Source: an optimization exercise on an open RTL-to-GDS flow (aim: small area). Production flows keep margins and buffers that such runs may drop.
Where RTL was checked, it was by simulation tests only, not by an equivalence proof against the original.
Function not checked in runs 2 and 4 to 6: the RTL went through the layout flow alone.
Power is estimated from default activity; no workload was simulated.

==> flow/design.v <==
module alu_adder (
    input             clk,
    input             rst,
    input             req_valid,
    output            req_ready,
    input      [7:0]  ctrl,
    input      [31:0] src,
    input      [31:0] dest,
    input             flag_we,
    input      [5:0]  flag_wdata,
    output reg        resp_valid,
    output     [31:0] result,
    output     [5:0]  flags,
    output reg        faulted,
    output     [2:0]  fault_cause
);
    localparam K_X = 3'd0, K_R = 3'd1, K_H = 3'd2, K_M = 3'd3;
    localparam K_D = 3'd4, K_G = 3'd5, K_I = 3'd6, K_S = 3'd7;
    reg cf, pf, af, zf, sf, of;
    assign flags = {of, sf, zf, af, pf, cf};
    reg fc_hi, fc_lo;
    assign fault_cause = {fc_hi, ~fc_hi, fc_lo};
    reg [2:0]  ph;
    reg [4:0]  cnt;
    reg        t;           
    reg [31:0] A;
    reg [31:0] Q;
    assign result = A;
    reg  [7:0] ctrl_r;
    reg        sn, dn;
    wire [4:0] op = ctrl_r[4:0];
    wire [1:0] wc = ctrl_r[6:5];
    wire first = (ph == 3'd0) & (cnt == 5'd31);
    wire illegal_op = ctrl_r[7] | (op > 5'd16);
    wire illegal_w  = (wc == 2'b11);
    wire bad = (illegal_op | illegal_w) & ~first;
    wire op_addsub = (op[4:2] == 3'b000);           
    wire op_sub    = op[1];
    wire op_carry  = op[0];
    wire op_mul    = (op == 5'd4) | (op == 5'd5);
    wire op_div    = (op == 5'd6) | (op == 5'd7);
    wire op_mod    = (op == 5'd8) | (op == 5'd9);
    wire op_dm     = op_div | op_mod;
    wire op_signed = op[0] & (op_mul | op_dm);      
    wire op_logic  = (op == 5'd10) | (op == 5'd11) | (op == 5'd12);
    wire op_shl    = (op == 5'd13) | (op == 5'd16);
    wire op_shr    = (op == 5'd14);
    wire op_sar    = (op == 5'd15);
    wire op_shrx   = op_shr | op_sar;
    wire w8  = (wc == 2'b00);
    wire w16 = (wc == 2'b01);
    wire g1 = wc[1] | wc[0];
    wire g2 = wc[1];
    wire [31:0] mask = {{16{g2}}, {8{g1}}, 8'hFF};
    function msb_w(input [31:0] x, input [1:0] c);
        msb_w = c[1] ? x[31] : c[0] ? x[15] : x[7];
    endfunction
    wire pn = sn ^ dn;                            
    wire [4:0] c = src[4:0];
    wire c_zero = (c == 5'd0);
    wire c_big  = w8 ? (c[4] | c[3]) : w16 ? c[4] : 1'b0;    
    wire [4:0] c_at = {(g2 | op_shl) ? c[4] : 1'b1, (w8 & ~op_shl) ? 1'b1 : c[3], c[2:0]};
    wire at_c = (cnt == c_at);
    wire last = (cnt == 5'd0);
    reg [2:0] kind;
    always @(*) begin
        kind = K_X;
        if (op_addsub)
            kind = (ph == 3'd0) ? K_X : K_R;
        else if (op_logic)
            kind = (ph == 3'd2) ? K_G : K_X;
        else if (op_mul)
            case (ph)
                3'd0, 3'd1, 3'd3: kind = K_X;
                3'd2: kind = K_M;
                default: kind = K_H;
            endcase
        else if (op_dm)
            case (ph)
                3'd0, 3'd1, 3'd2, 3'd5: kind = K_X;
                3'd3: kind = K_D;
                3'd4: kind = op_mod ? K_R : K_H;
                default: kind = K_H;
            endcase
        else if (op_shl)
            kind = (ph == 3'd0) ? K_X : K_I;
        else
            kind = (ph == 3'd2) ? K_S : K_X;
    end
    reg ins, x32on, mk;
    reg ys, yd, inv, cin;
    reg qbit;
    wire [32:0] x = {A[31] & x32on, A[30:0], ins};
    wire [31:0] ysm = {{16{ys & g2}}, {8{ys & g1}}, {8{ys}}};
    wire [31:0] ydm = {{16{yd & g2}}, {8{yd & g1}}, {8{yd}}};
    wire [31:0] ivm = {{16{inv & g2}}, {8{inv & g1}}, {8{inv}}};
    wire [31:0] y = ((ysm & src) | (ydm & dest)) ^ ivm;
    wire [33:0] cy;
    wire [33:0] S;
    assign cy[0] = cin;
    genvar i;
    generate
        for (i = 0; i < 32; i = i + 1) begin : g_fa
            assign S[i] = x[i] ^ y[i] ^ cy[i];
            assign cy[i+1] = (x[i] & y[i]) | (x[i] & cy[i]) | (y[i] & cy[i]);
        end
    endgenerate
    assign S[32] = x[32] ^ cy[32];
    assign cy[33] = x[32] & cy[32];
    assign S[33] = cy[33];
    wire s_w   = wc[1] ? S[32] : wc[0] ? S[16] : S[8];       
    wire s_w1  = wc[1] ? S[33] : wc[0] ? S[17] : S[9];       
    wire s_msb = msb_w(S[31:0], wc);                         
    wire x_msb = msb_w(x[31:0], wc);
    wire y_msb = msb_w(y, wc);
    wire q_top = msb_w(Q, wc);                               
    wire q_chk = wc[1] ? Q[30] : wc[0] ? Q[14] : Q[6];       
    wire n_zf = ((S[31:0] & mask) == 32'd0);
    wire n_pf = ~^S[7:0];
    wire n_sf = s_msb;
    wire kill8  = mk & w8;
    wire kill16 = mk & w16;
    reg ready_c;         
    reg fault_c;         
    reg wflags;          
    reg n_cf, n_of;
    reg t_n;
    reg fc_lo_set;       
    wire sub_step = ~t;                           
    wire neg = op_signed & (op_mod ? dn : pn);    
    always @(*) begin
        ins = 1'b0; x32on = 1'b1; mk = 1'b1;
        ys = 1'b0; yd = 1'b0; inv = 1'b0; cin = 1'b0;
        qbit = Q[31];
        ready_c = 1'b0; fault_c = 1'b0; wflags = 1'b0;
        n_cf = 1'b0; n_of = 1'b0;
        t_n = t;
        fc_lo_set = 1'b0;
        case (kind)
            K_X: begin
                mk = 1'b0;
                qbit = A[31];
                if ((op_mul & (ph == 3'd1)) | (op_dm & (ph == 3'd2))) t_n = 1'b0;
                if (last) begin
                    if (ph == 3'd0) begin
                        if (op_addsub | op_shrx) begin
                            yd = 1'b1;
                        end else if (op_mul) begin
                            ys = 1'b1; inv = op_signed & sn; cin = op_signed & sn;
                        end else if (op_dm | op_logic) begin
                            ys = 1'b1;
                            t_n = n_zf;
                        end
                    end else if (ph == 3'd1) begin
                        if (op_dm) begin
                            yd = 1'b1; inv = op_signed & dn; cin = op_signed & dn;
                        end else if (op_logic) begin
                            yd = 1'b1;
                        end else if (op_shrx) begin
                            inv = op_sar & dn;             
                            if (c_big) begin
                                ready_c = 1'b1; wflags = 1'b1;
                                n_cf = S[0];
                                n_of = op_shr & dn;
                            end
                        end
                    end
                end
                if (op_dm & (ph == 3'd1) & t) begin
                    ready_c = 1'b1; fault_c = 1'b1;    
                end
            end
            K_R: begin
                ins = A[31]; x32on = 1'b0; mk = last;
                if (last) begin
                    ys = op_addsub | t;
                    if (op_addsub) begin
                        inv = op_sub;
                        cin = op_sub ^ (op_carry & cf);
                        ready_c = 1'b1; wflags = 1'b1;
                        n_cf = s_w ^ op_sub;
                        n_of = (x_msb ~^ y_msb) & (s_msb ^ x_msb);
                    end else begin
                        inv = t & op_signed & sn; cin = t & op_signed & sn;
                        t_n = op_signed & ~pn & q_chk;
                        fc_lo_set = 1'b1;
                    end
                end
            end
            K_H: begin
                ins = Q[31] ^ neg;
                if (last) begin
                    cin = neg;
                    ready_c = 1'b1;
                    if (op_mul) begin
                        wflags = 1'b1;
                        n_cf = t | (op_signed & ~((n_sf == pn) | n_zf));
                        n_of = n_cf;
                    end else if (op_div) begin
                        fault_c = op_signed & ~pn & n_sf;
                        fc_lo_set = 1'b1;
                    end else begin
                        fault_c = t;
                    end
                end
            end
            K_M: begin
                yd = Q[31];
                inv = Q[31] & op_signed & dn; cin = Q[31] & op_signed & dn;
                t_n = t | s_w | s_w1;
            end
            K_D: begin
                ins = Q[31];
                ys = 1'b1;
                inv = sub_step ^ (op_signed & sn); cin = sub_step ^ (op_signed & sn);
                t_n = s_w ^ sub_step;
                qbit = ~(s_w ^ sub_step);
            end
            K_G: begin
                mk = 1'b0;
                ins = (op == 5'd10) ? (A[31] & Q[31]) :
                      (op == 5'd11) ? (A[31] | Q[31]) : (A[31] ^ Q[31]);
                if (last) begin
                    ready_c = 1'b1; wflags = 1'b1;
                end
            end
            K_I: begin
                yd = at_c;
                if (last) begin
                    ready_c = 1'b1; wflags = ~c_zero;
                    n_cf = s_w;
                    n_of = s_w ^ s_msb;
                end
            end
            default: begin   
                ins = q_top;
                if (at_c) begin
                    ready_c = 1'b1; wflags = ~c_zero;
                    n_cf = q_chk;                  
                    n_of = op_shr & dn;
                end
            end
        endcase
        if (bad) begin
            ready_c = 1'b1; fault_c = 1'b1;
        end
    end
    wire active = req_valid & ~faulted;
    assign req_ready = ~faulted & ready_c;
    wire accept = active & ready_c;
    wire [31:0] a_keep = {14'h3FFF, ~kill16, ~kill16, 6'h3F, ~kill8, ~kill8, 8'hFF};
    always @(posedge clk) begin
        A <= S[31:0] & a_keep;
        ctrl_r <= ctrl;
        sn <= msb_w(src, ctrl[6:5]);
        dn <= msb_w(dest, ctrl[6:5]);
        Q <= {Q[30:0], qbit};
        t <= t_n;
        if (~active) begin
        end else if (bad) begin
            fc_hi <= 1'b1;
            fc_lo <= ~illegal_op;
        end else if (ph == 3'd0) begin
            fc_hi <= 1'b0;
            fc_lo <= 1'b0;
        end else if (fc_lo_set) begin
            fc_lo <= 1'b1;
        end
    end
    always @(posedge clk) begin
        if (rst) begin
            ph <= 3'd0;
            cnt <= 5'd31;
            resp_valid <= 1'b0;
            faulted <= 1'b0;
            {of, sf, zf, af, pf, cf} <= 6'd0;
        end else begin
            resp_valid <= accept & ~fault_c;
            if (~active | accept) begin
                ph <= 3'd0;
                cnt <= 5'd31;
            end else begin
                cnt <= cnt - 5'd1;
                if (last) ph <= ph + 3'd1;
            end
            if (accept & fault_c) faulted <= 1'b1;
            if (accept & ~fault_c & wflags) begin
                cf <= n_cf;
                pf <= n_pf;
                zf <= n_zf;
                sf <= n_sf;
                of <= n_of;
            end
            if (flag_we) {of, sf, zf, af, pf, cf} <= flag_wdata;
        end
    end
endmodule
==> flow/flow/run.sh <==
#!/bin/bash
# Standard layout, but with the smallest buffer cell on every port and a
# clock tree of small buffers without dummy loads.
set -euo pipefail
export BUFFER_PORTS_ARGS="-buffer_cell sky130_fd_sc_hd__buf_1"
export CTS_ARGS="-sink_clustering_enable -repair_clock_nets -dont_use_dummy_load -buf_list sky130_fd_sc_hd__clkbuf_4 -root_buf sky130_fd_sc_hd__clkbuf_8"
bash standard.sh > standard.log 2>&1
==> flow/standard.sh <==
#!/bin/bash
# synth_recipe.tcl (not shown) runs the flow's synth.tcl, then flattens the netlist and writes it again
# the make line also repeats each setting of config.mk as NAME=value (left out here)
make -C /OpenROAD-flow-scripts/flow DESIGN_CONFIG=/design/flow/config.mk WORK_HOME=/design/flow/orfs CLKGATE_MAP_FILE= SYNTH_SCRIPT=/design/flow/synth_recipe.tcl "${@:-finish}"
==> flow/config.mk <==
export PLATFORM = sky130hd
export DESIGN_NAME = alu_adder
export DESIGN_NICKNAME = alu_adder
export VERILOG_FILES = /design/flow/design.v
export SDC_FILE = /design/flow/constraint.sdc
export NUM_CORES = 4
export LEC_CHECK = 0
export CAP_MARGIN = 20
export CORE_MARGIN = 2
export CORE_UTILIZATION = 40
export SLEW_MARGIN = 20
==> flow/constraint.sdc <==
create_clock -name core_clock -period 20.0 [get_ports {clk}]
set_input_delay 4.0000 -clock core_clock [delete_from_list [all_inputs] [get_ports {clk}]]
set_output_delay 4.0000 -clock core_clock [all_outputs]
set_load 0.01 [all_outputs]
==> results by group, run 1 <==
Status
  • Run status: timing/DRC/antenna clean

STA
  • Final critical path time including I/O delays and setup: 19250 ps
  • Total count of hold-check failures in the final report: 0
  • Worst slew margin: 26.84%
  • Max Clk Rate: between 0.05 and 0.06 GHz
  • Number of pins exceeding their max-slew limit in the final report: 0
  • Worst-margin pin slew: 1089 ps
  • Setup violations, final: 0
  • Setup TNS after final layout: 0 ps
  • Final worst-path cycle share: 96.27%
  • Crit path setup slack, layout: roughly 750 ps
  • Setup repair after global routing missed its margin: false
  • Layout Skew: 32.92 ps

Worst setup path
  • Worst setup path class: in -> reg
  • Worst setup SP type: primary input
  • Stages on worst setup path: 53
  • Worst setup path endpoint: of
  • Endpoint of the worst register-to-register path: of
  • Crit-path leading delay family: adder cells
  • Endpoint class of the critical path: register
  • Crit path max fanout: 6
  • Data arrival time of the critical path: 19510 ps
  • Startpoint of the most critical register-to-register path: ctrl_r[4]
  • Setup slack on the worst flop-to-flop path: 2360 ps
  • Library cell appearing most often on the critical path: sky130_fd_sc_hd__fa_1
  • Largest stage delay on the critical path: 500 ps
  • Number of cell instances on the worst register-to-register path: between 50 and 60
  • Required time at the worst-slack endpoint: 20260 ps
  • Critical path launch point: src[4]
  • Number of buffers and inverters on the critical path: 3
  • Critical-path cell with the highest stage delay: sky130_fd_sc_hd__fa_2

Clocking
  • Number of levels in the clock H-tree: 3
  • Clock latency reported for the late side of the worst-skew pair: 390 ps
  • Total clock buffers created by CTS: 9
  • Deepest clock path buffer count: 2
  • TritonCTS clock tree: yes
  • Number of sinks on the clock net: just over 90
  • CTS root buffer: sky130_fd_sc_hd__clkbuf_8
  • Clock slew seen by the registers of the worst setup and hold paths: 100 ps

Final layout
  • Share of layout cells above drive strength 1: 8.345%
  • Final instance count without filler cells: roughly 930
  • Area growth from synthesis to final layout: 13.28%
  • Final-stage net count: 874
  • Diode count: 0
  • Core occupancy in the finished layout: 46.14%

Detailed routing
  • Via density per instance: 5.631
  • DR WL/cell: 18.86 um
  • Detailed router's first-iteration violation count: 313
  • Detailed Route WL: about 17000 um
  • DRC viols: 0
  • Remaining antenna violation count after routing: 0
  • Total via count in the routed design: between 5k and 6k
  • 1st-pass router iterations: 5

Power and ir drop
  • Power Dens Cells: approximately 100 nW/um^2
  • Switching share of power: 39.97%
  • Net switching component of the power: 0.2719 mW
  • Peak VDD IR: between 0.06 and 0.07 mV
  • P_int: 0.4084 mW
  • Clk pwr share: around 16%
  • Proportion of power drawn by flip-flops and latches: 45.1%
  • Leakage power figure: 2.488 nW
  • Proportion of power drawn by combinational gates: about two fifths

Floorplanning
  • Die width: between 100 and 150 um
  • Vert. Die Dim: 125.4 um
  • Starting density of the core: 40.73%
  • Area enclosed by the die boundary: 15730 um^2
  • Cell row count: 44
  • Area of the core: 14480 um^2
  • Number of top-level pins: 126

Yosys
  • Average cell area after synthesis: 9.185 um^2
  • Netlist Area Pre-Place: a little under 6000 um^2
  • Area fraction in and, or, nand and nor cells after synthesis: 19.07%
  • Synth Area in Compound Gates: 19.12%
  • Syn Inst Count: 642
  • Fraction of the yosys area taken by sequential cells: 32.08%
  • Number of nets in the synthesized netlist: 771
  • Main combinational cell family by area after synthesis: compound AO/OA/AOI/OAI gates
  • Count of distinct cell types in the synthesized netlist: 83
  • YS warnings: 1
  • Portion of netlist area occupied by mux cells: 3.098%
  • Share of the synthesized area in the top cell type: slightly above 30%
  • Cells taking the most area after synthesis: sky130_fd_sc_hd__dfxtp_1, sky130_fd_sc_hd__fa_1, sky130_fd_sc_hd__xnor2_1
  • Synth Area in Adders: roughly 14%
  • Post-synthesis xor/xnor area fraction: 6.684%
  • Primary FF master, synth: sky130_fd_sc_hd__dfxtp_1
  • Synthesized flop and latch total: between 90 and 100
  • EDFF count, synth: 3
  • Cell taking the most area after synthesis: sky130_fd_sc_hd__dfxtp_1
  • Post-synthesis async set-or-reset flop share: 0%

GRT
  • Global router's overall resource usage: 22.65%
  • Vias in the first global route: 5174
  • Global route overflow: 0
  • Global-route wire length before repair: roughly 28000 um
  • Number of antenna violations at the first check in global routing: 1
  • Maximum number of pins on one net before global-route repair: 33

Min path
  • Worst hold path type: reg -> reg

Flow run
  • Max-cap violations: 0

Placed design
  • Global placement routability congestion: 0.9329
  • Number of port buffers: 125
  • Post-detail-place hpwl: 13430 um
  • Cell Count Post-Placement: around 920
  • Worst Setup Slack post-DPL: between 20 and 30 ps
layout by cell type, fill, tap and decap left out, types with 3 or more instances in the layout:
cell	count
sky130_fd_sc_hd__buf_1	124
sky130_fd_sc_hd__dfxtp_1	90
sky130_fd_sc_hd__nor2_1	54
sky130_fd_sc_hd__nand2_1	44
sky130_fd_sc_hd__xnor2_1	39
sky130_fd_sc_hd__inv_1	32
sky130_fd_sc_hd__a22oi_1	30
sky130_fd_sc_hd__o21ai_0	25
sky130_fd_sc_hd__fa_1	22
sky130_fd_sc_hd__nand3_1	18
sky130_fd_sc_hd__mux2i_1	16
sky130_fd_sc_hd__nand2b_1	15
sky130_fd_sc_hd__ha_1	15
sky130_fd_sc_hd__buf_4	15
sky130_fd_sc_hd__a21oi_1	14
sky130_fd_sc_hd__nor3_1	11
sky130_fd_sc_hd__nor2b_1	10
sky130_fd_sc_hd__fa_2	10
sky130_fd_sc_hd__a31oi_1	9
sky130_fd_sc_hd__clkbuf_8	9
sky130_fd_sc_hd__a211oi_1	8
sky130_fd_sc_hd__nor4_1	8
sky130_fd_sc_hd__o211ai_1	7
sky130_fd_sc_hd__xor2_1	6
sky130_fd_sc_hd__a211o_1	5
sky130_fd_sc_hd__or3_1	5
sky130_fd_sc_hd__nand4_1	5
sky130_fd_sc_hd__and2_1	5
sky130_fd_sc_hd__a32oi_1	4
sky130_fd_sc_hd__o31ai_1	4
sky130_fd_sc_hd__a21o_1	3
sky130_fd_sc_hd__a22o_1	3
sky130_fd_sc_hd__and3_1	3
sky130_fd_sc_hd__o211a_1	3
sky130_fd_sc_hd__o22ai_1	3
sky130_fd_sc_hd__nor3_2	3
sky130_fd_sc_hd__a21boi_0	3
sky130_fd_sc_hd__edfxtp_1	3
layer usage:
layer | share of wire [%] | GRT usage, % | vias up
li1 | - | - | 2491
met1 | 46 | 31.63 | 2456
met2 | 44 | 34.27 | 232
met3 | 7.6 | 5.092 | 39
met4 | 2.4 | 8.627 | 2
met5 | 0.074 | 0 | -
cell families (layout without fill, tap and decap cells):
family / count (synthesis) / after routing
AOI/OAI and AO/OA: 151 / 151
xor gates and xnor gates: 45 / 45
adders and majority gates: 47 / 47
buffers and inverters: 80 / 181
DFF: 93 / 93
muxes: 18 / 18
and+or+nand+nor: 208 / 208
sequential cells by signal, summed over array words and instances, names as in the netlist:
signal,count
A,32
Q,32
af,1
cf,1
cnt,5
ctrl_r,8
dn,1
faulted,1
fc_hi,1
fc_lo,1
of,1
pf,1
ph,3
resp_valid,1
sf,1
sn,1
t,1
zf,1
through the flow:
stage	total power [mW]	hold slack, ps	area [um^2]
2_1_floorplan	0.4626	309.6	5897
3_3_place_gp	0.5653	311.0	6474
3_5_place_dp	0.5670	312.1	6474
4_1_cts	0.6746	324.4	6598
5_1_grt	0.7307	330.6	6680
6_report	0.6802	320.8	6680
how the worst min path moves through the flow:
| stage | cells past startpoint | endpoint | slack [ps] | from |
|---|---|---|---|---|
| floorplan | 0 | Q[10] | 310 | Q[9] |
| global placement | 0 | Q[2] | 310 | Q[1] |
| detailed placement | 0 | Q[30] | 310 | Q[29] |
| CTS | 0 | Q[9] | 320 | Q[8] |
| global route | 0 | Q[9] | 330 | Q[8] |
| finish | 0 | Q[9] | 320 | Q[8] |
synth_stat cells, types with 8 or more instances:
cell / count
sky130_fd_sc_hd__nor2_1: 54
sky130_fd_sc_hd__clkbuf_1: 26
sky130_fd_sc_hd__a22oi_1: 30
sky130_fd_sc_hd__buf_4: 9
sky130_fd_sc_hd__nand2b_1: 15
sky130_fd_sc_hd__fa_1: 32
sky130_fd_sc_hd__a31oi_1: 9
sky130_fd_sc_hd__nand2_1: 44
sky130_fd_sc_hd__nor2b_1: 10
sky130_fd_sc_hd__xnor2_1: 39
sky130_fd_sc_hd__buf_2: 11
sky130_fd_sc_hd__mux2i_1: 16
sky130_fd_sc_hd__a211oi_1: 8
sky130_fd_sc_hd__ha_1: 15
sky130_fd_sc_hd__inv_1: 32
sky130_fd_sc_hd__o21ai_0: 25
sky130_fd_sc_hd__nor3_1: 13
sky130_fd_sc_hd__nand3_1: 18
sky130_fd_sc_hd__dfxtp_1: 90
sky130_fd_sc_hd__a21oi_1: 15
sky130_fd_sc_hd__nor4_1: 9
power by group through the flow:
stage,Combinational (mW),Clock [mW],Sequential [mW]
2_1_floorplan,0.152,0,0.310
3_3_place_gp,0.254,0,0.311
3_5_place_dp,0.256,0,0.311
4_1_cts,0.258,0.108,0.309
5_1_grt,0.298,0.115,0.318
6_report,0.268,0.105,0.307
what timing repair did:
| action | 4_1_cts | 5_1_grt |
|---|---|---|
| setup buffers | 0 | 1 |
| hold buffers | 0 | 0 |
| gates resized for setup | 0 | 18 |
| endpoints found under the setup margin | 0 | 5 |
layout make-up:
type | instances | area (um^2)
Fill cell | 1444 | 7799
Multi-Input combinational cell | 469 | 3731
Sequential cell | 93 | 1892
Timing Repair Buffer | 140 | 583.1
Tap cell | 184 | 230.2
Clock buffer | 9 | 123.9
Inverter | 32 | 120.1
==> run 2, diff against run 1 <==
--- a/flow/design.v
+++ b/flow/design.v
@@ -111,8 +111,6 @@
     wire s_w   = wc[1] ? S[32] : wc[0] ? S[16] : S[8];       
     wire s_w1  = wc[1] ? S[33] : wc[0] ? S[17] : S[9];       
     wire s_msb = msb_w(S[31:0], wc);                         
-    wire x_msb = msb_w(x[31:0], wc);
-    wire y_msb = msb_w(y, wc);
     wire q_top = msb_w(Q, wc);                               
     wire q_chk = wc[1] ? Q[30] : wc[0] ? Q[14] : Q[6];       
     wire n_zf = ((S[31:0] & mask) == 32'd0);
@@ -179,7 +177,7 @@
                         cin = op_sub ^ (op_carry & cf);
                         ready_c = 1'b1; wflags = 1'b1;
                         n_cf = s_w ^ op_sub;
-                        n_of = (x_msb ~^ y_msb) & (s_msb ^ x_msb);
+                        n_of = (dn ~^ (sn ^ op_sub)) & (s_msb ^ dn);
                     end else begin
                         inv = t & op_signed & sn; cin = t & op_signed & sn;
                         t_n = op_signed & ~pn & q_chk;
--- a/flow/config.mk
+++ b/flow/config.mk
@@ -5,6 +5,7 @@
 export SDC_FILE = /design/flow/constraint.sdc
 export NUM_CORES = 4
 export LEC_CHECK = 0
+export ABC_AREA = 1
 export CAP_MARGIN = 20
 export CORE_MARGIN = 2
 export CORE_UTILIZATION = 40
==> results by group, run 2 <==
Clocking
  • Clock slew seen by the registers of the worst setup and hold paths: 90 ps
  • TritonCTS clock tree: yes
  • Deepest clock path buffer count: 2
  • Number of gates resized after CTS: 0
  • Clock latency reported for the late side of the worst-skew pair: 370 ps
  • Total clock buffers created by CTS: 9
  • Number of sinks on the clock net: 93
  • Number of buffers added to fix hold violations after cts: 0
  • Setup fix buffers added after clock tree synthesis: 0
  • Number of levels in the clock H-tree: 3
  • CTS root buffer: sky130_fd_sc_hd__clkbuf_8

Worst setup path
  • Endpoint of the worst register-to-register path: zf
  • Startpoint of the most critical register-to-register path: ph[1]
  • Worst setup SP type: primary input
  • Critical path launch point: src[1]
  • Endpoint class of the critical path: register
  • Setup slack on the worst flop-to-flop path: between 3000 and 4000 ps
  • Library cell appearing most often on the critical path: sky130_fd_sc_hd__fa_1
  • Data arrival time of the critical path: 18870 ps
  • Critical-path cell with the highest stage delay: sky130_fd_sc_hd__o221ai_1
  • Worst setup path class: in -> reg
  • Largest stage delay on the critical path: between 600 and 700 ps
  • Required time at the worst-slack endpoint: roughly 20000 ps
  • Crit path max fanout: 5
  • Worst setup path endpoint: zf
  • Number of cell instances on the worst register-to-register path: 60

Placed design
  • Cell Count Post-Placement: 1038
  • Global placement routability congestion: ~0.95
  • Post-detail-place hpwl: 12200 um
  • Number of port buffers: 125

Yosys
  • Most common cell in the netlist: sky130_fd_sc_hd__nand2_1
  • Netlist Area Pre-Place: 5718 um^2
  • Cells taking the most area after synthesis: sky130_fd_sc_hd__dfxtp_1, sky130_fd_sc_hd__nand2_1, sky130_fd_sc_hd__fa_1
  • Primary FF master, synth: sky130_fd_sc_hd__dfxtp_1
  • Number of nets in the synthesized netlist: 880
  • Cell taking the most area after synthesis: sky130_fd_sc_hd__dfxtp_1
  • Average cell area after synthesis: around 7.6 um^2
  • Fraction of the yosys area taken by sequential cells: 33.09%
  • Syn Inst Count: about 750
  • Synthesized flop and latch total: 93
  • Post-synthesis async set-or-reset flop share: 0%
  • YS warnings: 1
  • EDFF count, synth: 3
  • Commonest cells in the synthesized netlist: sky130_fd_sc_hd__nand2_1, sky130_fd_sc_hd__dfxtp_1, sky130_fd_sc_hd__inv_1
  • Count of distinct cell types in the synthesized netlist: 52
  • Share of the synthesized area in the top cell type: a little under a third

Floorplanning
  • Vert. Die Dim: 123.6 um
  • Area of the core: 13930 um^2
  • Number of top-level pins: 126
  • Area enclosed by the die boundary: 15270 um^2
  • Cell row count: 43
  • Die width: 123.6 um
  • Starting density of the core: 41.03%

STA
  • Final critical path time including I/O delays and setup: around 19000 ps
  • Final worst-path cycle share: between 90% and 100%
  • Worst slew margin: 46.76%
  • Setup repair after global routing missed its margin: false
  • Worst-margin pin slew: 798.6 ps
  • Layout Skew: between 20 and 25 ps
  • Setup violations, final: 0
  • Worst hold slack: approximately 320 ps
  • Total count of hold-check failures in the final report: 0
  • Number of pins exceeding their max-slew limit in the final report: 0
  • Setup TNS after final layout: 0 ps
  • Max Clk Rate: ~0.054 GHz

Flow run
  • Max-cap violations: 0

GRT
  • Vias in the first global route: about 4.8k
  • Number of antenna violations at the first check in global routing: 0
  • Global route overflow: 0
  • Maximum number of pins on one net before global-route repair: 32
  • Global-route wire length before repair: between 20000 and 25000 um
  • Global router's overall resource usage: 21.02%

Detailed routing
  • DRC viols: 0
  • Detailed router's first-iteration violation count: about 330
  • DR WL/cell: 14.59 um
  • Remaining antenna violation count after routing: 0
  • Detailed Route WL: approximately 15000 um
  • 1st-pass router iterations: 5
  • Via density per instance: 4.965
  • Total via count in the routed design: 5198

Final layout
  • Area growth from synthesis to final layout: 12.34%
  • Share of layout cells above drive strength 1: roughly 6.1%
  • Largest registers: A: 32 flops, Q: 32 flops, ctrl_r: 8 flops
  • Final instance count without filler cells: 1047
  • Diode count: 0
  • Final-layout fill cell count: 1470
  • Commonest non-fill, non-tap cell in the layout: sky130_fd_sc_hd__nand2_1
  • Highest-count cells in the layout ignoring fill and taps: sky130_fd_sc_hd__nand2_1, sky130_fd_sc_hd__buf_1, sky130_fd_sc_hd__dfxtp_1, sky130_fd_sc_hd__inv_1, sky130_fd_sc_hd__nand3_1
  • Core occupancy in the finished layout: a little under half
  • Final-stage net count: 998

Status
  • Run status: timing/DRC/antenna clean

Min path
  • Worst hold path type: reg -> reg

Power and ir drop
  • Leakage power figure: between 2 and 3 nW
  • Power Dens Cells: about 94 nW/um^2
  • Peak VDD IR: ~0.04 mV
## run 2: power by group
part,leakage (nW),total [mW],internal (mW),switching (mW)
registers,0.784,0.299,0.255,0.0440
logic,2.15,0.209,0.0810,0.128
clock network,0.0647,0.0981,0.0404,0.0577
## run 2: layer usage
metal / global-route usage [%] / vias up / wire, um
li1: - / 2662 / -
met1: 29.94 / 2330 / 7403
met2: 31.18 / 189 / 6606
met3: 5.812 / 17 / 1043
met4: 5.753 / 0 / 222
met5: 0 / - / 0
## run 2: cell type report
cell class / instances / area [um^2] / share of cell area, %
Clock buffer: 9 / 123.9 / 1.928
Inverter: 96 / 366.6 / 5.707
Multi-Input combinational cell: 542 / 3332 / 51.87
Sequential cell: 93 / 1892 / 29.45
Tap cell: 180 / 225.2 / 3.506
Timing Repair Buffer: 127 / 484.2 / 7.538
## run 2: worst min-delay path by stage
stage               start  endpoint  slack [ps]  cells past startpoint
global route         Q[8]      Q[9]         330                      0
global placement    Q[21]     Q[22]         310                      0
finish               Q[8]      Q[9]         320                      0
detailed placement   Q[0]      Q[1]         310                      0
floorplan            Q[9]     Q[10]         310                      0
CTS                  Q[8]      Q[9]         330                      0
## run 2: cell families after synthesis
logic type | synth area share [%]
adder cells (fa/ha/maj) | 14.49
XOR/XNOR | 3.217
AND/OR/NAND/NOR | 31.68
flip-flops | 33.09
AO/OA/AOI/OAI | 8.884
buffers and inverters | 8.643
## run 2: per-stage QoR
stage	total power [mW]	instance area [um^2]	setup WS, ps
finish	0.6061	6424	1377
global route	0.6551	6424	574.1
CTS	0.6148	6424	1409
detailed placement	0.5135	6300	1038
global placement	0.5148	6300	1264
floorplan	0.4293	5718	2200
## run 2: worst max-delay path, delay by kind of cell
| kind | cells | cell delay, ps |
|---|---|---|
| adder cells (fa/ha/maj) | 32 | 11670 |
| AO/OA/AOI/OAI | 5 | 1450 |
| AND/OR/NAND/NOR | 12 | 1210 |
| XOR/XNOR | 2 | 290 |
| buffers and inverters | 3 | 240 |
==> run 3, diff against run 2 <==
--- a/flow/design.v
+++ b/flow/design.v
@@ -111,6 +111,8 @@
     wire s_w   = wc[1] ? S[32] : wc[0] ? S[16] : S[8];       
     wire s_w1  = wc[1] ? S[33] : wc[0] ? S[17] : S[9];       
     wire s_msb = msb_w(S[31:0], wc);                         
+    wire x_msb = msb_w(x[31:0], wc);
+    wire y_msb = msb_w(y, wc);
     wire q_top = msb_w(Q, wc);                               
     wire q_chk = wc[1] ? Q[30] : wc[0] ? Q[14] : Q[6];       
     wire n_zf = ((S[31:0] & mask) == 32'd0);
@@ -177,7 +179,7 @@
                         cin = op_sub ^ (op_carry & cf);
                         ready_c = 1'b1; wflags = 1'b1;
                         n_cf = s_w ^ op_sub;
-                        n_of = (dn ~^ (sn ^ op_sub)) & (s_msb ^ dn);
+                        n_of = (x_msb ~^ y_msb) & (s_msb ^ x_msb);
                     end else begin
                         inv = t & op_signed & sn; cin = t & op_signed & sn;
                         t_n = op_signed & ~pn & q_chk;
==> flow/flow/run.sh (replaced) <==
#!/bin/bash
# Standard layout, but with the smallest buffer cell on every port and a
# small clock tree without dummy loads.
set -euo pipefail
export BUFFER_PORTS_ARGS="-buffer_cell sky130_fd_sc_hd__buf_1"
export CTS_ARGS="-sink_clustering_enable -repair_clock_nets -dont_use_dummy_load -buf_list sky130_fd_sc_hd__clkbuf_8 -root_buf sky130_fd_sc_hd__clkbuf_8 -sink_clustering_size 50 -sink_clustering_max_diameter 300"
bash standard.sh > standard.log 2>&1
--- a/flow/config.mk
+++ b/flow/config.mk
@@ -5,7 +5,6 @@
 export SDC_FILE = /design/flow/constraint.sdc
 export NUM_CORES = 4
 export LEC_CHECK = 0
-export ABC_AREA = 1
 export CAP_MARGIN = 20
 export CORE_MARGIN = 2
 export CORE_UTILIZATION = 40
==> results by group, run 3 <==
Placed design
  • Post-detail-place hpwl: 13430 um
  • Worst Setup Slack post-DPL: 28.92 ps
  • Number of port buffers: 125
  • Global placement routability congestion: 0.9329
  • Area after detailed placement: 6474 um^2

Yosys
  • Synthesized flop and latch total: a little over 90
  • Count of distinct cell types in the synthesized netlist: 83
  • Cells taking the most area after synthesis: sky130_fd_sc_hd__dfxtp_1, sky130_fd_sc_hd__fa_1, sky130_fd_sc_hd__xnor2_1
  • Post-synthesis async set-or-reset flop share: 0%
  • Share of the synthesized area in the top cell type: 30.55%
  • Most common cell in the netlist: sky130_fd_sc_hd__dfxtp_1
  • YS warnings: 1
  • Number of nets in the synthesized netlist: ~770
  • EDFF count, synth: 3
  • Syn Inst Count: ~640
  • Average cell area after synthesis: between 9 and 10 um^2
  • Fraction of the yosys area taken by sequential cells: 32.08%
  • Netlist Area Pre-Place: 5897 um^2
  • Primary FF master, synth: sky130_fd_sc_hd__dfxtp_1
  • Commonest cells in the synthesized netlist: sky130_fd_sc_hd__dfxtp_1, sky130_fd_sc_hd__nor2_1, sky130_fd_sc_hd__nand2_1
  • Cell taking the most area after synthesis: sky130_fd_sc_hd__dfxtp_1

Floorplanning
  • Vert. Die Dim: between 100 and 150 um
  • Area enclosed by the die boundary: 15730 um^2
  • Cell row count: 44
  • Die width: around 130 um
  • Starting density of the core: 40.73%
  • Number of top-level pins: ~130
  • Area of the core: 14480 um^2

GRT
  • Global router's overall resource usage: 22.65%
  • Vias in the first global route: 5174
  • Number of antenna violations at the first check in global routing: 1
  • Global-route wire length before repair: 28000 um
  • Global route overflow: 0
  • Maximum number of pins on one net before global-route repair: 33

Worst setup path
  • Critical-path cell with the highest stage delay: sky130_fd_sc_hd__fa_2
  • Endpoint of the worst register-to-register path: of
  • Crit path max fanout: 6
  • Worst setup SP type: primary input
  • Library cell appearing most often on the critical path: sky130_fd_sc_hd__fa_1
  • Critical path launch point: src[4]
  • Number of cell instances on the worst register-to-register path: 52
  • Startpoint of the most critical register-to-register path: ctrl_r[4]
  • Setup slack on the worst flop-to-flop path: 2360 ps
  • Worst setup path class: in -> reg
  • Stages on worst setup path: 53
  • Largest stage delay on the critical path: 500 ps
  • Number of buffers and inverters on the critical path: 3
  • Required time at the worst-slack endpoint: 20260 ps
  • Worst setup path endpoint: of
  • Data arrival time of the critical path: around 20000 ps
  • Endpoint class of the critical path: register
  • Crit-path leading delay family: adder cells

Power and ir drop
  • Peak VDD IR: 0.06974 mV
  • Leakage power figure: around 2.5 nW
  • Power Dens Cells: approximately 100 nW/um^2

Final layout
  • Largest registers: A: 32 flops, Q: 32 flops, ctrl_r: 8 flops
  • Area of all placed cells without fillers: 6680 um^2
  • Diode count: 0
  • Core occupancy in the finished layout: a little under half
  • Final-layout fill cell count: around 1.4k
  • Highest-count cells in the layout ignoring fill and taps: sky130_fd_sc_hd__buf_1, sky130_fd_sc_hd__dfxtp_1, sky130_fd_sc_hd__nor2_1, sky130_fd_sc_hd__nand2_1, sky130_fd_sc_hd__xnor2_1
  • Commonest non-fill, non-tap cell in the layout: sky130_fd_sc_hd__buf_1
  • Final-stage net count: 874
  • Share of layout cells above drive strength 1: 8.345%
  • Area growth from synthesis to final layout: 13.28%

Clocking
  • TritonCTS clock tree: yes
  • Total clock buffers created by CTS: 9
  • Clock slew seen by the registers of the worst setup and hold paths: 100 ps
  • Number of levels in the clock H-tree: 3
  • Deepest clock path buffer count: 2
  • Clock latency reported for the late side of the worst-skew pair: 390 ps
  • CTS root buffer: sky130_fd_sc_hd__clkbuf_8
  • Number of sinks on the clock net: a little over 90
  • Number of buffers added to fix hold violations after cts: 0

Min path
  • Worst hold path type: reg -> reg

STA
  • Number of pins exceeding their max-slew limit in the final report: 0
  • Setup violations, final: 0
  • Final critical path time including I/O delays and setup: 19250 ps
  • Layout Skew: between 30 and 40 ps
  • Crit path setup slack, layout: ~750 ps
  • Final worst-path cycle share: slightly below 100%
  • Max Clk Rate: 0.05193 GHz
  • Setup TNS after final layout: 0 ps
  • Worst-margin pin slew: 1089 ps
  • Setup repair after global routing missed its margin: false
  • Total count of hold-check failures in the final report: 0
  • Worst slew margin: between 20% and 30%

Detailed routing
  • Total via count in the routed design: between 5k and 6k
  • DRC viols: 0
  • Detailed router's first-iteration violation count: 313
  • Remaining antenna violation count after routing: 0
  • 1st-pass router iterations: 5
  • Detailed Route WL: 17480 um
  • DR WL/cell: about 19 um
  • Via density per instance: 5.631

Status
  • Run status: timing/DRC/antenna clean

Flow run
  • Max-cap violations: 0
-- run 3: repair_timing --
item	in CTS	in global routing
resized for setup	0	18
buffers inserted	0	1
setup endpoints to repair	0	5
-- run 3: logic make-up (layout without fill, tap and decap cells) --
group | Yosys count | after routing | share of synthesized area [%]
muxes | 18 | 18 | 3.098
AOI/OAI and AO/OA | 151 | 151 | 19.12
and+or+nand+nor | 208 | 208 | 19.08
buffers and inverters | 80 | 181 | 5.899
adders and majority gates | 47 | 47 | 14.05
xor gates and xnor gates | 45 | 45 | 6.684
DFF | 93 | 93 | 32.08
-- run 3: layout make-up --
class,instances,area (um^2),share of cell area [%]
multi-input cells,469,3731,55.85
flip-flops and latches,93,1892,28.32
repair buffers,140,583.1,8.728
well taps,184,230.2,3.446
clock buffers,9,123.9,1.854
inverters,32,120.1,1.798
-- run 3: report_power, final --
group / internal, mW / leakage (nW) / switching, mW / total (mW)
Clock: 0.0405 / 0.0647 / 0.0647 / 0.105
Sequential: 0.257 / 0.785 / 0.0500 / 0.307
Combinational: 0.111 / 1.64 / 0.157 / 0.268
Total: 0.408 / 2.49 / 0.272 / 0.680
-- run 3: per-layer routing --
metal / vias up / part of all wire, % / global-route usage [%]
met5: - / 0.074 / 0
met4: 2 / 2.4 / 8.627
met3: 39 / 7.6 / 5.092
met2: 232 / 44 / 34.27
met1: 2456 / 46 / 31.63
li1: 2491 / - / -
-- run 3: worst min-delay path by stage --
| stage | from | to | slack [ps] | cells after the start |
|---|---|---|---|---|
| 2_1_floorplan | Q[9] | Q[10] | 310 | 0 |
| 3_3_place_gp | Q[1] | Q[2] | 310 | 0 |
| 3_5_place_dp | Q[29] | Q[30] | 310 | 0 |
| 4_1_cts | Q[8] | Q[9] | 320 | 0 |
| 5_1_grt | Q[8] | Q[9] | 330 | 0 |
| 6_report | Q[8] | Q[9] | 320 | 0 |
-- run 3: stage by stage --
stage,power (mW),hold slack (ps),std cells
floorplan,0.4626,309.6,642
global placement,0.5653,311.0,917
detailed placement,0.5670,312.1,917
CTS,0.6746,324.4,926
global route,0.7307,330.6,927
finish,0.6802,320.8,927
==> run 4, diff against run 3 <==
--- a/flow/design.v
+++ b/flow/design.v
@@ -26,14 +26,11 @@
     reg [31:0] A;
     reg [31:0] Q;
     assign result = A;
-    reg  [7:0] ctrl_r;
-    reg        sn, dn;
-    wire [4:0] op = ctrl_r[4:0];
-    wire [1:0] wc = ctrl_r[6:5];
-    wire first = (ph == 3'd0) & (cnt == 5'd31);
-    wire illegal_op = ctrl_r[7] | (op > 5'd16);
+    wire [4:0] op = ctrl[4:0];
+    wire [1:0] wc = ctrl[6:5];
+    wire illegal_op = ctrl[7] | (op > 5'd16);
     wire illegal_w  = (wc == 2'b11);
-    wire bad = (illegal_op | illegal_w) & ~first;
+    wire bad = illegal_op | illegal_w;
     wire op_addsub = (op[4:2] == 3'b000);           
     wire op_sub    = op[1];
     wire op_carry  = op[0];
@@ -55,6 +52,8 @@
     function msb_w(input [31:0] x, input [1:0] c);
         msb_w = c[1] ? x[31] : c[0] ? x[15] : x[7];
     endfunction
+    wire sn = msb_w(src, wc);
+    wire dn = msb_w(dest, wc);
     wire pn = sn ^ dn;                            
     wire [4:0] c = src[4:0];
     wire c_zero = (c == 5'd0);
@@ -111,8 +110,6 @@
     wire s_w   = wc[1] ? S[32] : wc[0] ? S[16] : S[8];       
     wire s_w1  = wc[1] ? S[33] : wc[0] ? S[17] : S[9];       
     wire s_msb = msb_w(S[31:0], wc);                         
-    wire x_msb = msb_w(x[31:0], wc);
-    wire y_msb = msb_w(y, wc);
     wire q_top = msb_w(Q, wc);                               
     wire q_chk = wc[1] ? Q[30] : wc[0] ? Q[14] : Q[6];       
     wire n_zf = ((S[31:0] & mask) == 32'd0);
@@ -179,7 +176,7 @@
                         cin = op_sub ^ (op_carry & cf);
                         ready_c = 1'b1; wflags = 1'b1;
                         n_cf = s_w ^ op_sub;
-                        n_of = (x_msb ~^ y_msb) & (s_msb ^ x_msb);
+                        n_of = (dn ~^ (sn ^ op_sub)) & (s_msb ^ dn);
                     end else begin
                         inv = t & op_signed & sn; cin = t & op_signed & sn;
                         t_n = op_signed & ~pn & q_chk;
@@ -251,9 +248,6 @@
     wire [31:0] a_keep = {14'h3FFF, ~kill16, ~kill16, 6'h3F, ~kill8, ~kill8, 8'hFF};
     always @(posedge clk) begin
         A <= S[31:0] & a_keep;
-        ctrl_r <= ctrl;
-        sn <= msb_w(src, ctrl[6:5]);
-        dn <= msb_w(dest, ctrl[6:5]);
         Q <= {Q[30:0], qbit};
         t <= t_n;
         if (~active) begin
==> flow/flow/run.sh (replaced) <==
#!/bin/bash
# The standard layout (standard.sh), with three changes:
# - every port gets the smallest buffer cell (sky130_fd_sc_hd__buf_1);
# - the clock tree uses clkbuf_8/clkbuf_4 buffers and no dummy loads;
# - ABC maps the logic for area only (flow/area.abc instead of the
#   standard abc_area.script); the rest of the synthesis is the standard flow's own.
# Each tool's output goes to standard.log and to ORFS's logs under orfs/.
set -euo pipefail
W=$PWD
export BUFFER_PORTS_ARGS="-buffer_cell sky130_fd_sc_hd__buf_1"
export CTS_ARGS="-sink_clustering_enable -repair_clock_nets -dont_use_dummy_load -buf_list sky130_fd_sc_hd__clkbuf_4 -root_buf sky130_fd_sc_hd__clkbuf_8"
cat > "$W/flow_synth.tcl" <<EOF
proc abc {args} {
  set i [lsearch -exact \$args -script]
  if { \$i >= 0 } { lset args [expr { \$i + 1 }] $W/flow/area.abc }
  yosys abc {*}\$args
}
source $W/synth_recipe.tcl
EOF
sed "s#SYNTH_SCRIPT=[^ ]*#SYNTH_SCRIPT=$W/flow_synth.tcl#" standard.sh > standard_area.sh
bash standard_area.sh > standard.log 2>&1
==> flow/flow/area.abc (new file) <==
strash
dch
map -a
topo
stime -c
dnsize -c
--- a/flow/config.mk
+++ b/flow/config.mk
@@ -5,6 +5,7 @@
 export SDC_FILE = /design/flow/constraint.sdc
 export NUM_CORES = 4
 export LEC_CHECK = 0
+export ABC_AREA = 1
 export CAP_MARGIN = 20
 export CORE_MARGIN = 2
 export CORE_UTILIZATION = 40
==> results by group, run 4 <==
STA
  • Crit path setup slack, layout: 702.4 ps
  • Worst slew margin: roughly 44%
  • Setup violations, final: 0
  • Max Clk Rate: 0.05182 GHz
  • Setup TNS after final layout: 0 ps
  • Total count of hold-check failures in the final report: 0
  • Final worst-path cycle share: 96.49%
  • Worst-margin pin slew: 833.6 ps
  • Number of pins exceeding their max-slew limit in the final report: 0
  • Final critical path time including I/O delays and setup: 19300 ps
  • Layout Skew: 33.73 ps

Yosys
  • Commonest cells in the synthesized netlist: sky130_fd_sc_hd__clkinv_1, sky130_fd_sc_hd__nand2_1, sky130_fd_sc_hd__dfxtp_1
  • Cells taking the most area after synthesis: sky130_fd_sc_hd__dfxtp_1, sky130_fd_sc_hd__fa_1, sky130_fd_sc_hd__clkinv_1
  • Fraction of the yosys area taken by sequential cells: between 30% and 40%
  • Netlist Area Pre-Place: 4927 um^2
  • Most common cell in the netlist: sky130_fd_sc_hd__clkinv_1
  • YS warnings: 1
  • Share of the synthesized area in the top cell type: 32.50%
  • Synthesized flop and latch total: between 80 and 90
  • Primary FF master, synth: sky130_fd_sc_hd__dfxtp_1
  • Number of nets in the synthesized netlist: around 730
  • Count of distinct cell types in the synthesized netlist: 31
  • Average cell area after synthesis: 8.131 um^2
  • Syn Inst Count: 606
  • Post-synthesis async set-or-reset flop share: 0%
  • Cell taking the most area after synthesis: sky130_fd_sc_hd__dfxtp_1
  • EDFF count, synth: 3

Worst setup path
  • Data arrival time of the critical path: 19530 ps
  • Worst setup SP type: primary input
  • Endpoint of the worst register-to-register path: sf
  • Library cell appearing most often on the critical path: sky130_fd_sc_hd__fa_1
  • Endpoint class of the critical path: register
  • Setup slack on the worst flop-to-flop path: 3710 ps
  • Largest stage delay on the critical path: 510 ps
  • Crit-path leading delay family: adder cells
  • Worst setup path class: in -> reg
  • Required time at the worst-slack endpoint: slightly above 20000 ps
  • Startpoint of the most critical register-to-register path: ph[0]
  • Number of buffers and inverters on the critical path: 11
  • Number of cell instances on the worst register-to-register path: 63
  • Critical-path cell with the highest stage delay: sky130_fd_sc_hd__fa_2
  • Crit path max fanout: 6

Clocking
  • Total clock buffers created by CTS: 9
  • Number of sinks on the clock net: 83
  • Clock slew seen by the registers of the worst setup and hold paths: 100 ps
  • Deepest clock path buffer count: 2
  • Number of levels in the clock H-tree: 3
  • TritonCTS clock tree: yes
  • Number of buffers added to fix hold violations after cts: 0
  • CTS root buffer: sky130_fd_sc_hd__clkbuf_8
  • Clock latency reported for the late side of the worst-skew pair: 380 ps

Floorplanning
  • Die width: 115.0 um
  • Number of top-level pins: about 130
  • Area enclosed by the die boundary: about 13000 um^2
  • Cell row count: 40
  • Area of the core: between 10000 and 15000 um^2
  • Vert. Die Dim: around 110 um
  • Starting density of the core: 41.02%

Power and ir drop
  • Peak VDD IR: around 0.053 mV
  • Power Dens Cells: 101.9 nW/um^2
  • Leakage power figure: 2.503 nW

GRT
  • Global router's overall resource usage: 24.30%
  • Global route overflow: 0
  • Global-route wire length before repair: 24490 um
  • Vias in the first global route: 4824
  • Maximum number of pins on one net before global-route repair: 34
  • Number of antenna violations at the first check in global routing: 0

Placed design
  • Worst Setup Slack post-DPL: -324.9 ps
  • Global placement routability congestion: 0.9450
  • Post-detail-place hpwl: 12670 um
  • Number of port buffers: 125
  • Cell Count Post-Placement: 909

Min path
  • Worst hold path type: reg -> reg
  • Worst Hold Depth: 0
  • Hold Crit Start: Q[16]
  • Hold Path Sink: Q[17]

Final layout
  • Final-layout fill cell count: around 1.2k
  • Final-stage net count: 901
  • Largest registers: A: 32 flops, Q: 32 flops, cnt: 5 flops
  • Diode count: 0
  • Highest-count cells in the layout ignoring fill and taps: sky130_fd_sc_hd__buf_1, sky130_fd_sc_hd__nand2_1, sky130_fd_sc_hd__clkinv_1, sky130_fd_sc_hd__dfxtp_1, sky130_fd_sc_hd__nand3_1
  • Area growth from synthesis to final layout: 22.65%
  • Commonest non-fill, non-tap cell in the layout: sky130_fd_sc_hd__buf_1
  • Final instance count without filler cells: 918
  • Share of layout cells above drive strength 1: roughly 11%

Detailed routing
  • Via density per instance: 5.212
  • DR WL/cell: approximately 17 um
  • Detailed Route WL: 15360 um
  • Total via count in the routed design: 4785
  • Detailed router's first-iteration violation count: 212
  • DRC viols: 0
  • Remaining antenna violation count after routing: 0
  • 1st-pass router iterations: 4

Status
  • Run status: timing/DRC/antenna clean

Flow run
  • Max-cap violations: 0
run 4: changes by cell type after synthesis, sizes merged, moves of 11 or more:
| cell | before | now |
|---|---|---|
| a21oi | 16 | 35 |
| a22oi | 30 | 10 |
| buf | 22 | 8 |
| clkbuf | 26 | 0 |
| clkinv | 0 | 88 |
| inv | 32 | 0 |
| mux2i | 16 | 0 |
| nand2 | 44 | 84 |
| nand2b | 15 | 0 |
| nand3 | 18 | 60 |
| nor2 | 54 | 65 |
| o21ai | 28 | 16 |
| xnor2 | 39 | 9 |
| xor2 | 6 | 34 |
run 4: metal layers:
layer / global-route usage, % / up-vias / part of all wire [%]
met3: 5.851 / 27 / 6.4
li1: - / 2346 / -
met4: 9.317 / 0 / 2.6
met2: 40.90 / 185 / 49
met5: 0 / - / 0
met1: 30.20 / 2227 / 42
run 4: layout make-up:
type / count / area, um^2 / area share, %
tap: 147 / 183.9 / 3.043
sequential: 83 / 1692 / 27.99
clock buffer: 9 / 123.9 / 2.050
multi-input combinational: 427 / 2950 / 48.82
inverter: 88 / 330.3 / 5.466
timing repair buffer: 164 / 763.2 / 12.63
run 4: worst max path at each step:
stage,depth (start not counted),slack [ps],to,startpoint
2_1_floorplan,62,110,cf,ctrl[0]
3_3_place_gp,64,-100,pf,ctrl[4]
3_5_place_dp,63,-320,sf,ctrl[4]
4_1_cts,63,90,pf,ctrl[4]
5_1_grt,68,-20,zf,ctrl[2]
6_report,63,700,sf,ctrl[4]
run 4: logic make-up after synthesis:
logic type | synth area share (%)
xor+xnor | 7.644
flops | 34.33
fa+ha+maj | 16.56
compound gates | 12.77
simple gates | 20.77
buf+inv | 7.923
run 4: where the power goes:
part,internal [mW],switching (mW)
Clock,0.0403,0.0549
Combinational,0.0959,0.140
Sequential,0.238,0.0462
run 4: per-stage QoR:
step / power [mW] / area (um^2) / util (%) / hold WS [ps]
after floorplan: 0.4111 / 4927 / - / 309.6
after global placement: 0.5113 / 5813 / 48.40 / 310.2
after detailed placement: 0.5166 / 5813 / 48.40 / 312.8
after CTS: 0.6140 / 5937 / 49.43 / 309.1
after global routing: 0.6607 / 6043 / 50.31 / 303.2
final: 0.6155 / 6043 / 50.31 / 301.6
run 4: worst reg2reg max path: cells and delay by family, from the launching register on:
| family | cells | cell delay [ps] |
|---|---|---|
| flops | 1 | 350 |
| simple gates | 10 | 1310 |
| fa+ha+maj | 33 | 11730 |
| compound gates | 9 | 1310 |
| buf+inv | 11 | 1420 |
run 4: what timing repair did:
action / 4_1_cts / 5_1_grt
setup endpoints to repair: 0 / 9
buffers inserted: 0 / 0
resized for setup: 0 / 41
==> run 5, diff against run 4 <==
==> flow/flow/area.abc (replaced) <==
strash
dch
map -a
strash
dch -f
map -a
topo
stime -c
buffer -c
dnsize -c
==> results by group, run 5 <==
Status
  • Run status: timing/DRC/antenna clean

Detailed routing
  • Detailed Route WL: 15130 um
  • DRC viols: 0
  • 1st-pass router iterations: 5
  • Total via count in the routed design: 4751
  • Via density per instance: between 5 and 6
  • Detailed router's first-iteration violation count: 234
  • DR WL/cell: roughly 16 um
  • Remaining antenna violation count after routing: 0

GRT
  • Global-route wire length before repair: roughly 24000 um
  • Global route overflow: 0
  • Vias in the first global route: 4658
  • Number of antenna violations at the first check in global routing: 0
  • Global router's overall resource usage: about a quarter
  • Maximum number of pins on one net before global-route repair: 30

Min path
  • Worst hold path type: reg -> reg

Yosys
  • Share of the synthesized area in the top cell type: about a third
  • YS warnings: 1
  • Synthesized flop and latch total: 83
  • EDFF count, synth: 3
  • Count of distinct cell types in the synthesized netlist: 42
  • Most common cell in the netlist: sky130_fd_sc_hd__inv_1
  • Number of nets in the synthesized netlist: 733
  • Fraction of the yosys area taken by sequential cells: around 34%
  • Netlist Area Pre-Place: a little under 5000 um^2
  • Commonest cells in the synthesized netlist: sky130_fd_sc_hd__inv_1, sky130_fd_sc_hd__dfxtp_1, sky130_fd_sc_hd__nand2_1
  • Average cell area after synthesis: about 8 um^2
  • Syn Inst Count: 605
  • Primary FF master, synth: sky130_fd_sc_hd__dfxtp_1
  • Post-synthesis async set-or-reset flop share: 0%
  • Cells taking the most area after synthesis: sky130_fd_sc_hd__dfxtp_1, sky130_fd_sc_hd__fa_1, sky130_fd_sc_hd__inv_1
  • Cell taking the most area after synthesis: sky130_fd_sc_hd__dfxtp_1

Power and ir drop
  • Peak VDD IR: 0.07006 mV
  • Overall power of the completed layout: roughly 0.6 mW
  • Power Dens Cells: 96.29 nW/um^2
  • Leakage power figure: around 2.7 nW

STA
  • Layout Skew: 21.66 ps
  • Total count of hold-check failures in the final report: 0
  • Final worst-path cycle share: 96.72%
  • Final critical path time including I/O delays and setup: 19340 ps
  • Number of pins exceeding their max-slew limit in the final report: 0
  • Worst slew margin: a little under half
  • Setup violations, final: 0
  • Max Clk Rate: 0.05169 GHz
  • Worst-margin pin slew: between 800 and 900 ps

Final layout
  • Highest-count cells in the layout ignoring fill and taps: sky130_fd_sc_hd__buf_1, sky130_fd_sc_hd__inv_1, sky130_fd_sc_hd__dfxtp_1, sky130_fd_sc_hd__nand2_1, sky130_fd_sc_hd__buf_4
  • Largest registers: A: 32 flops, Q: 32 flops, cnt: 5 flops
  • Area growth from synthesis to final layout: 25.21%
  • Diode count: 0
  • Commonest non-fill, non-tap cell in the layout: sky130_fd_sc_hd__buf_1
  • Final-stage net count: 903
  • Share of layout cells above drive strength 1: 14.36%
  • Final-layout fill cell count: 1214
  • Final instance count without filler cells: approximately 940

Clocking
  • Number of sinks on the clock net: 83
  • TritonCTS clock tree: yes
  • Total clock buffers created by CTS: 9
  • Clock latency reported for the late side of the worst-skew pair: 380 ps
  • Deepest clock path buffer count: 2
  • Clock slew seen by the registers of the worst setup and hold paths: around 90 ps
  • Setup fix buffers added after clock tree synthesis: 0
  • Number of buffers added to fix hold violations after cts: 0
  • CTS root buffer: sky130_fd_sc_hd__clkbuf_8
  • Number of levels in the clock H-tree: 3

Floorplanning
  • Die width: around 120 um
  • Area enclosed by the die boundary: 13290 um^2
  • Cell row count: 40
  • Number of top-level pins: 126
  • Area of the core: 12060 um^2
  • Starting density of the core: 41.06%
  • Vert. Die Dim: 115.3 um

Worst setup path
  • Required time at the worst-slack endpoint: 20270 ps
  • Worst setup path class: in -> reg
  • Endpoint class of the critical path: register
  • Largest stage delay on the critical path: 590 ps
  • Crit path max fanout: 3
  • Data arrival time of the critical path: 19610 ps
  • Worst setup SP type: primary input
  • Critical-path cell with the highest stage delay: sky130_fd_sc_hd__fa_1
  • Number of buffers and inverters on the critical path: 11
  • Library cell appearing most often on the critical path: sky130_fd_sc_hd__fa_1
  • Crit-path leading delay family: adder cells

Flow run
  • Max-cap violations: 0

Placed design
  • Number of port buffers: 125
  • Cell Count Post-Placement: 932
  • Post-detail-place hpwl: 12200 um
  • Global placement routability congestion: 0.9315
## run 5: cell types whose count changed after synthesis, moves of 5 or more
cell                       change
sky130_fd_sc_hd__clkinv_1     -87
sky130_fd_sc_hd__o21ai_0      +17
sky130_fd_sc_hd__nand2_1      -14
sky130_fd_sc_hd__inv_1        +92
sky130_fd_sc_hd__clkbuf_1     +10
sky130_fd_sc_hd__o221ai_1      +5
sky130_fd_sc_hd__a21oi_1       +7
sky130_fd_sc_hd__nor2_1        -8
sky130_fd_sc_hd__a211oi_1      -6
sky130_fd_sc_hd__nand3_1      -28
sky130_fd_sc_hd__nand4_1       -5
## run 5: what timing repair did
| item | CTS | global route |
|---|---|---|
| endpoints found under the setup margin | 0 | 9 |
| resized for setup | 0 | 47 |
| endpoints found under the hold margin | 0 | 0 |
## run 5: through the flow
step                TNS (ps)  area [um^2]  utilization (%)  hold slack (ps)  setup slack (ps)
global placement           0         5932            49.18            310.2             38.07
CTS                        0         6056            50.21            320.3             24.72
global route          -162.1         6201            51.41            332.1            -43.26
finish                     0         6201            51.41            323.0             655.2
detailed placement     -1303         5932            49.18            312.1            -337.9
floorplan                  0         4952                -            309.6             515.7
## run 5: layout make-up
type                       instances  area (um^2)  share of cell area [%]
inverter                          93        349.1                   5.630
multi-input combinational        408         2943                   47.46
sequential                        83         1692                   27.28
clock buffer                       9        123.9                   1.998
tap                              168        210.2                   3.390
timing repair buffer             180        883.3                   14.25
## run 5: cell families (layout without fill, tap and decap cells)
family / count (synthesis) / count (layout) / synth area share (%)
AO/OA/AOI/OAI: 129 / 129 / 15.89
flip-flops: 83 / 83 / 34.16
adder cells (fa/ha/maj): 46 / 46 / 16.47
buffers and inverters: 114 / 282 / 9.449
XOR/XNOR: 40 / 40 / 7.074
AND/OR/NAND/NOR: 193 / 193 / 16.95
## run 5: final timing paths
kind | start | end | slack, ps | depth (start not counted)
setup / recovery | ctrl[2] | zf | 660 | 61
setup reg to reg | ph[1] | zf | 3960 | 60
hold / removal | Q[25] | Q[26] | 320 | 0
hold reg to reg | Q[25] | Q[26] | 320 | 0
## run 5: worst reg2reg max path, delay by kind of cell, from the launching register on
family / cells / cell delay [ps]
XOR/XNOR: 1 / 170
buffers and inverters: 9 / 920
AO/OA/AOI/OAI: 9 / 1660
adder cells (fa/ha/maj): 33 / 11710
AND/OR/NAND/NOR: 8 / 1100
flip-flops: 1 / 410
## run 5: metal layers
metal,vias up,track usage (%),part of all wire [%]
met5,-,0,0
met4,0,6.908,1.6
met3,23,5.271,4.8
met2,136,38.59,47
met1,2263,32.17,46
li1,2329,-,-
## run 5: report_power, final
part	switching, mW	internal, mW	total [mW]
Combinational	0.130	0.0913	0.221
Clock	0.0566	0.0403	0.0969
Sequential	0.0426	0.236	0.279
Total	0.229	0.368	0.597
==> run 6, diff against run 5 <==
==> flow/flow/area.abc (replaced) <==
strash
dch
map -a
topo
stime -c
buffer -c
dnsize -c
--- a/flow/config.mk
+++ b/flow/config.mk
@@ -9,4 +9,5 @@
 export CAP_MARGIN = 20
 export CORE_MARGIN = 2
 export CORE_UTILIZATION = 40
+export GPL_TIMING_DRIVEN = 0
 export SLEW_MARGIN = 20
==> results by group, run 6 <==
GRT
  • Maximum number of pins on one net before global-route repair: 19
  • Global route overflow: 0
  • Global-route wire length before repair: 23340 um
  • Global router's overall resource usage: 23.04%
  • Vias in the first global route: 4551
  • Number of antenna violations at the first check in global routing: 0

Placed design
  • Number of port buffers: 124
  • Global placement routability congestion: about 0.93
  • Cell Count Post-Placement: 914
  • Worst Setup Slack post-DPL: -1843 ps
  • Area after detailed placement: 5674 um^2
  • Post-detail-place hpwl: around 12000 um

Floorplanning
  • Cell row count: 40
  • Vert. Die Dim: approximately 120 um
  • Number of top-level pins: about 130
  • Area enclosed by the die boundary: 13410 um^2
  • Starting density of the core: 41.27%
  • Area of the core: 12110 um^2
  • Die width: around 120 um

Final layout
  • Final instance count without filler cells: 935
  • Final-stage net count: 897
  • Flip-flop and latch area: 1692 um^2
  • Area growth from synthesis to final layout: 21.43%
  • Largest registers: A: 32 flops, Q: 32 flops, cnt: 5 flops
  • Share of layout cells above drive strength 1: 9.909%
  • Area of all placed cells without fillers: 6070 um^2
  • Final-layout fill cell count: 1249
  • Commonest non-fill, non-tap cell in the layout: sky130_fd_sc_hd__buf_1
  • Area of combinational cells with multiple inputs: 3012 um^2
  • Highest-count cells in the layout ignoring fill and taps: sky130_fd_sc_hd__buf_1, sky130_fd_sc_hd__inv_1, sky130_fd_sc_hd__nand2_1, sky130_fd_sc_hd__dfxtp_1, sky130_fd_sc_hd__nand3_1
  • Diode count: 0

Power and ir drop
  • Power Dens Cells: 99.74 nW/um^2
  • Proportion of power drawn by combinational gates: between 30% and 40%
  • Overall power of the completed layout: 0.6054 mW
  • Peak VDD IR: 0.06788 mV
  • Net switching component of the power: 0.2367 mW
  • Leakage power figure: 2.756 nW
  • Proportion of power drawn by flip-flops and latches: 46.7%
  • Clk pwr share: between 10% and 20%
  • P_int: 0.3687 mW
  • Switching share of power: 39.10%

Flow run
  • Max-cap violations: 0

Clocking
  • Total clock buffers created by CTS: 9
  • Clock slew seen by the registers of the worst setup and hold paths: 90 ps
  • Deepest clock path buffer count: 2
  • TritonCTS clock tree: yes
  • CTS root buffer: sky130_fd_sc_hd__clkbuf_8
  • Clock latency reported for the late side of the worst-skew pair: 380 ps
  • Number of levels in the clock H-tree: 3
  • Number of sinks on the clock net: 83

STA
  • Total count of hold-check failures in the final report: 0
  • Setup repair after global routing missed its margin: false
  • Layout Skew: roughly 24 ps
  • Worst slew margin: between 40% and 50%
  • Final critical path time including I/O delays and setup: 19360 ps
  • Worst-margin pin slew: 888.3 ps
  • Number of pins exceeding their max-slew limit in the final report: 0
  • Crit path setup slack, layout: approximately 640 ps
  • Setup violations, final: 0
  • Final worst-path cycle share: 96.78%
  • Max Clk Rate: 0.05166 GHz

Worst setup path
  • Required time at the worst-slack endpoint: 20250 ps
  • Crit path max fanout: 10
  • Largest stage delay on the critical path: around 460 ps
  • Worst setup SP type: primary input
  • Library cell appearing most often on the critical path: sky130_fd_sc_hd__fa_1
  • Critical-path cell with the highest stage delay: sky130_fd_sc_hd__fa_2
  • Worst setup path class: in -> reg
  • Endpoint class of the critical path: register
  • Data arrival time of the critical path: 19600 ps

Detailed routing
  • Remaining antenna violation count after routing: 0
  • Detailed router's first-iteration violation count: 178
  • 1st-pass router iterations: 5
  • Total via count in the routed design: 4704
  • DRC viols: 0
  • Detailed Route WL: 15090 um
  • Via density per instance: 5.031
  • DR WL/cell: 16.13 um

Yosys
  • Share of the synthesized area in the top cell type: 32.04%
  • Synth Area in Compound Gates: between 10% and 20%
  • YS warnings: 1
  • Main combinational cell family by area after synthesis: simple AND/OR/NAND/NOR gates
  • Area fraction in and, or, nand and nor cells after synthesis: 20.63%
  • Netlist Area Pre-Place: 4999 um^2
  • Cells taking the most area after synthesis: sky130_fd_sc_hd__dfxtp_1, sky130_fd_sc_hd__fa_1, sky130_fd_sc_hd__inv_1
  • Commonest cells in the synthesized netlist: sky130_fd_sc_hd__inv_1, sky130_fd_sc_hd__nand2_1, sky130_fd_sc_hd__dfxtp_1
  • Synth Area in Adders: 16.32%
  • Primary FF master, synth: sky130_fd_sc_hd__dfxtp_1
  • Cell taking the most area after synthesis: sky130_fd_sc_hd__dfxtp_1
  • Count of distinct cell types in the synthesized netlist: 36
  • Most common cell in the netlist: sky130_fd_sc_hd__inv_1
  • Post-synthesis async set-or-reset flop share: 0%
  • EDFF count, synth: 3
  • Synthesized flop and latch total: 83
  • Portion of netlist area occupied by mux cells: 0%
  • Number of nets in the synthesized netlist: 750
  • Syn Inst Count: 622
  • Average cell area after synthesis: 8.036 um^2
  • Post-synthesis xor/xnor area fraction: 7.534%
  • Fraction of the yosys area taken by sequential cells: between 30% and 40%

Min path
  • Worst hold path type: reg -> reg

Status
  • Run status: timing/DRC/antenna clean
[run 6: cell types whose count changed after synthesis, moves of 6 or more]
cell	change
sky130_fd_sc_hd__nand3_1	+28
sky130_fd_sc_hd__o21ai_0	-17
sky130_fd_sc_hd__inv_1	-7
sky130_fd_sc_hd__a21oi_1	-7
sky130_fd_sc_hd__nand2_1	+14
sky130_fd_sc_hd__a211oi_1	+6
[run 6: through the flow]
step | util (%) | hold WS [ps] | TNS (ps)
final | 50.11 | 317.7 | 0
after CTS | 48.51 | 321.3 | 0
after global placement | 46.85 | 312.6 | -12190
after floorplan | - | 309.6 | 0
after detailed placement | 46.85 | 312.1 | -13230
after global routing | 50.11 | 318.1 | 0
[run 6: layout make-up]
cell class	instances	share of cell area (%)
Inverter	88	5.483
Timing Repair Buffer	137	9.276
Multi-Input combinational cell	427	49.62
Clock buffer	9	2.041
Tap cell	168	3.463
Buffer	23	2.247
Sequential cell	83	27.87
[run 6: logic make-up (layout without fill, tap and decap cells)]
logic type      after synthesis  count (layout)
fa+ha+maj                    46              46
flops                        83              83
buf+inv                     112             257
compound gates              100             100
xor+xnor                     43              43
simple gates                238             238
[run 6: timing repair]
| item | in CTS | in global routing |
|---|---|---|
| setup buffers | 2 | 11 |
| pin swaps | 1 | 9 |
| hold buffers | 0 | 0 |
| cloned | 0 | 0 |
| setup endpoints to repair | 9 | 9 |
| endpoints found under the hold margin | 0 | 0 |
| resized for setup | 20 | 36 |
[run 6: worst max-delay path, delay by kind of cell]
kind | cells | cell delay [ps]
AO/OA/AOI/OAI | 12 | 1980
XOR/XNOR | 1 | 110
adder cells (fa/ha/maj) | 32 | 11460
buffers and inverters | 9 | 990
AND/OR/NAND/NOR | 10 | 1060
[run 6: power by group through the flow]
| stage | combinational [mW] | sequential (mW) | clock, mW |
|---|---|---|---|
| 2_1_floorplan | 0.121 | 0.289 | 0 |
| 3_3_place_gp | 0.212 | 0.287 | 0 |
| 3_5_place_dp | 0.216 | 0.285 | 0 |
| 4_1_cts | 0.224 | 0.284 | 0.0965 |
| 5_1_grt | 0.259 | 0.293 | 0.102 |
| 6_report | 0.229 | 0.283 | 0.0937 |
[run 6: final timing paths]
| kind | startpoint | slack [ps] | cells past startpoint | to |
|---|---|---|---|---|
| worst min register to register | Q[10] | 320 | 0 | Q[11] |
| worst min-delay path | Q[10] | 320 | 0 | Q[11] |
| worst max register to register | ph[1] | 3720 | 59 | cf |
| worst max-delay path | ctrl[3] | 640 | 64 | cf |
[run 6: per-layer routing]
metal | up-vias | part of all wire (%) | GRT usage [%]
li1 | 2338 | - | -
met1 | 2175 | 45 | 30.19
met2 | 169 | 47 | 38.05
met3 | 22 | 6.1 | 4.969
met4 | 0 | 2.1 | 7.540
met5 | - | 0 | 0

[separate check: timing with driven ports]
No port has a modelled driver above. Below, the same layouts with a new extraction and two added sets of constraints.
Step 1 sets driving cells, clkbuf_16 on the clock port and buf_2 on the other inputs (assumed; they add their load-dependent delay and slew).
Step 2 times the ports against the registers' clock, not the clock port: input delays grow and output delays shrink by t, the midpoint of the rising clock arrivals with the driver on.
Slacks: ideal / step 1 / step 2; pairs: ideal / step 1.
run | t (ns) | setup WS [ns]
run 1 | 0.415 | 0.745 / 0.756 / 0.341
run 2 | 0.399 | 1.377 / 1.394 / 0.995
run 3 | 0.415 | 0.745 / 0.756 / 0.341
run 4 | 0.404 | 0.702 / 0.715 / 0.311
run 5 | 0.402 | 0.655 / 0.666 / 0.264
run 6 | 0.393 | 0.643 / 0.654 / 0.260
After both steps setup and hold are still met in every run listed.
